Context: an optimization exercise on an open-source flow, tuned for small area, a short achievable clock period and few clock cycles per item. The choices shown serve that exercise and are no tape-out recipe. Function was checked by simulation only, so behaviour that the tests miss may differ from the original. Power is estimated from default activity; no workload was simulated.

==> inputs of v21 <==
==> flow/design.v (excerpt) <==
module rpe_m31 (
    input  wire        clk,
    input  wire        rst,
    input  wire        in_valid,
    output wire        in_ready,
    input  wire [30:0] in_x0,
    input  wire [30:0] in_x1,
    input  wire [30:0] in_x2,
    output wire        out_valid,
    input  wire        out_ready,
    output wire [30:0] out_x0,
    output wire [30:0] out_x1,
    output wire [30:0] out_x2
);
clock: 25.0 ns
lec_check: 0
cap_margin: 20
core_margin: 2
core_utilization: 40
place_density: 0.6
slew_margin: 20
standard.sh (not shown) runs the stock make flow with config.mk's settings and CLKGATE_MAP_FILE= SYNTH_SCRIPT=/design/flow/synth_recipe.tcl, a recipe that flattens the netlist after the stock synthesis.
==> flow/flow/run.sh <==
#!/bin/bash
# The standard layout (the standard.sh: ORFS with the standard synthesis),
# with timing repair asked to leave more setup slack than the 25 ns clock needs,
# so that it also works on paths that are fine at 25 ns but set the achieved
# period. The clock, the constraints and every other step stay as they are.
set -o pipefail
bash standard.sh SETUP_SLACK_MARGIN=19.0 finish > standard_flow.log 2>&1
==> inputs of v25, as changes to v21 <==
==> flow/run.sh (new file) <==
#!/bin/bash
# synth_recipe.tcl (not shown) runs the flow's synth.tcl, then flattens the netlist and writes it again
# the make line also repeats each setting of config.mk as NAME=value (left out here)
make -C /OpenROAD-flow-scripts/flow DESIGN_CONFIG=/design/flow/config.mk WORK_HOME=/design/flow/orfs CLKGATE_MAP_FILE= SYNTH_SCRIPT=/design/flow/synth_recipe.tcl finish
removed: flow/flow/run.sh
removed: flow/standard.sh
==> summary of the runs <==
v25 ran to the end with no violations. v21 completed with no timing, DRC or antenna violations.
Against v25, the clock skew of v21 is higher by 0.0071 ns.
Against v25, the non-clock buffer count of v21 is higher by 152.
In v25 the via count is lower than in v21, by about 2.6%.
Of v21 and v25, v21 has the higher cell area (gap about 2.8%, measured against v25).
Against v25, the worst setup slack of v21 is better by 0.65 ns.
Between v25 and v21, the lower routed wire length is in v25 (gap 3.3%, measured against v21).
In synthesized cell count, v21 and v25 do not differ.
==> figures <==
Result of the run: v21 finished clean; v25 finished clean
Number of instances resized during post-cts repair: v21 416; v25 0
Final Instance Area: v21 43,100 µm²; v25 41,900 µm²
Crit-path max cell delay: v21 0.46 ns; v25 0.65 ns
First-pass GRT wire length: v21 237,000 µm; v25 234,000 µm
Crit path setup slack, layout: v21 18.74 ns; v25 18.09 ns
Ratio of layout area to synthesized area: v21 1.155x; v25 1.124x
Combinational power: v21 4.18 mW; v25 4.13 mW
Setup repair after global routing missed its margin: v21 true; v25 false
Hold_ws: v21 0.312 ns; v25 0.308 ns
Avg Vias per Cell: v21 6.53; v25 6.56
Slowest cell on the critical path: v21 edfxtp_1; v25 dfxtp_4
Amount of wire on met3 after detailed routing: v21 21,800 µm; v25 19,800 µm
Setup fix buffers added after clock tree synthesis: v21 92; v25 0
Met3 track utilization from global routing: v21 10.7%; v25 10.5%
Testbench counts of v21, summed over its fixed seeds: cycles 129,536, items 64.
Testbench counts of v25, summed over its fixed seeds: cycles 129,536, items 64.

---

==> inputs of juniper <==
Another version of the RTL of rpe_m31 (not shown whole).
clock: 25.0 ns
lec_check: 0
cap_margin: 20
core_margin: 2
core_utilization: 60
place_density: 0.75
slew_margin: 20
==> flow/flow/run.sh <==
#!/bin/bash
# The standard layout (the standard.sh: ORFS with the standard synthesis),
# with two changes to how it is made:
#  - timing repair is asked to leave more setup slack than the 25 ns clock
#    needs, so that it also works on the paths that set the achieved period;
#  - the port buffers that every input and output gets start as buf_1 cells
#    (timing repair upsizes the ones on critical paths).
# The clock, the constraints and every other step stay as they are.
set -o pipefail
bash standard.sh SETUP_SLACK_MARGIN=18.9 \
  "BUFFER_PORTS_ARGS=-buffer_cell sky130_fd_sc_hd__buf_1" \
  finish > standard_flow.log 2>&1
==> inputs of maple, as changes to juniper <==
==> flow/flow/run.sh (replaced) <==
#!/bin/bash
# The standard layout (the standard.sh: ORFS with the standard synthesis),
# with timing repair asked to leave more setup slack than the 25 ns clock needs,
# so that it also works on paths that are fine at 25 ns but set the achieved
# period. The clock, the constraints and every other step stay as they are.
set -o pipefail
bash standard.sh SETUP_SLACK_MARGIN=19.1 finish > standard_flow.log 2>&1
Settings changed: CORE_UTILIZATION 60 to 40, PLACE_DENSITY 0.75 to 0.6.
==> qor summary <==
Result of the run: juniper complete, no violations; maple complete, no violations
Util after Layout: juniper 67.8%; maple 47.5%
Maximum vdd drop: juniper 108 uV; maple 99.3 uV
Total wire length: juniper 155 mm; maple 159 mm
Number of antenna cells inserted: juniper 5; maple 4
Well-Tap Cells: juniper 790; maple 1,243
Share of post-route cells with drive strength above 1: juniper 13.7%; maple 14.9%
Clock buf count: juniper 57; maple 60
Critical Path Source: juniper k_brd$_SDFF_PP0_; maple xr[2][27]$_DFF_P_
Delay of the slowest cell on the worst path: juniper 0.78 ns; maple 0.38 ns
Power Density: juniper 137 mW/mm2; maple 134 mW/mm2
Highest net fanout along the worst path: juniper 27; maple 2
Grt met2 use: juniper 69.0%; maple 51.3%
Dpl cells: juniper 4,727; maple 5,186
Post-CTS Repair Setup Buffers: juniper 71; maple 112
GR Layer Usage met1: juniper 55.6%; maple 42.7%
Testbench counts of juniper, summed over its fixed seeds: cycles 129,536, items 64.
Testbench counts of maple, summed over its fixed seeds: cycles 129,536, items 64.

-- static timing again, ports no longer ideal --
In the flow no input, the clock included, has a driving cell. The finished layouts below were timed again as built, in two steps. Step 1 sets driving cells, clkbuf_16 on the clock port and buf_2 on the other inputs (assumed; they add their load-dependent delay and slew). Step 2 times the ports against the registers' clock, not the clock port: input delays grow and output delays shrink by t, the midpoint of the rising clock arrivals with the driver on. a / b / c = ideal / step 1 / step 2; a / b = the first two.
run	t, ns	setup WS [ns]	worst register clock-pin slew, ns	worst slew at a driven data input, ns	cell pins on the clock port's net
v21	0.688	18.739 / 18.667 / 18.955	0.08 / 0.08	0.10	1
v25	0.682	18.092 / 18.019 / 18.388	0.08 / 0.08	0.10	1
juniper	0.664	18.688 / 18.688 / 18.688	0.08 / 0.08	0.10	1
maple	0.661	18.898 / 18.834 / 18.984	0.07 / 0.07	0.11	1
After both steps setup and hold are still met in every run listed.
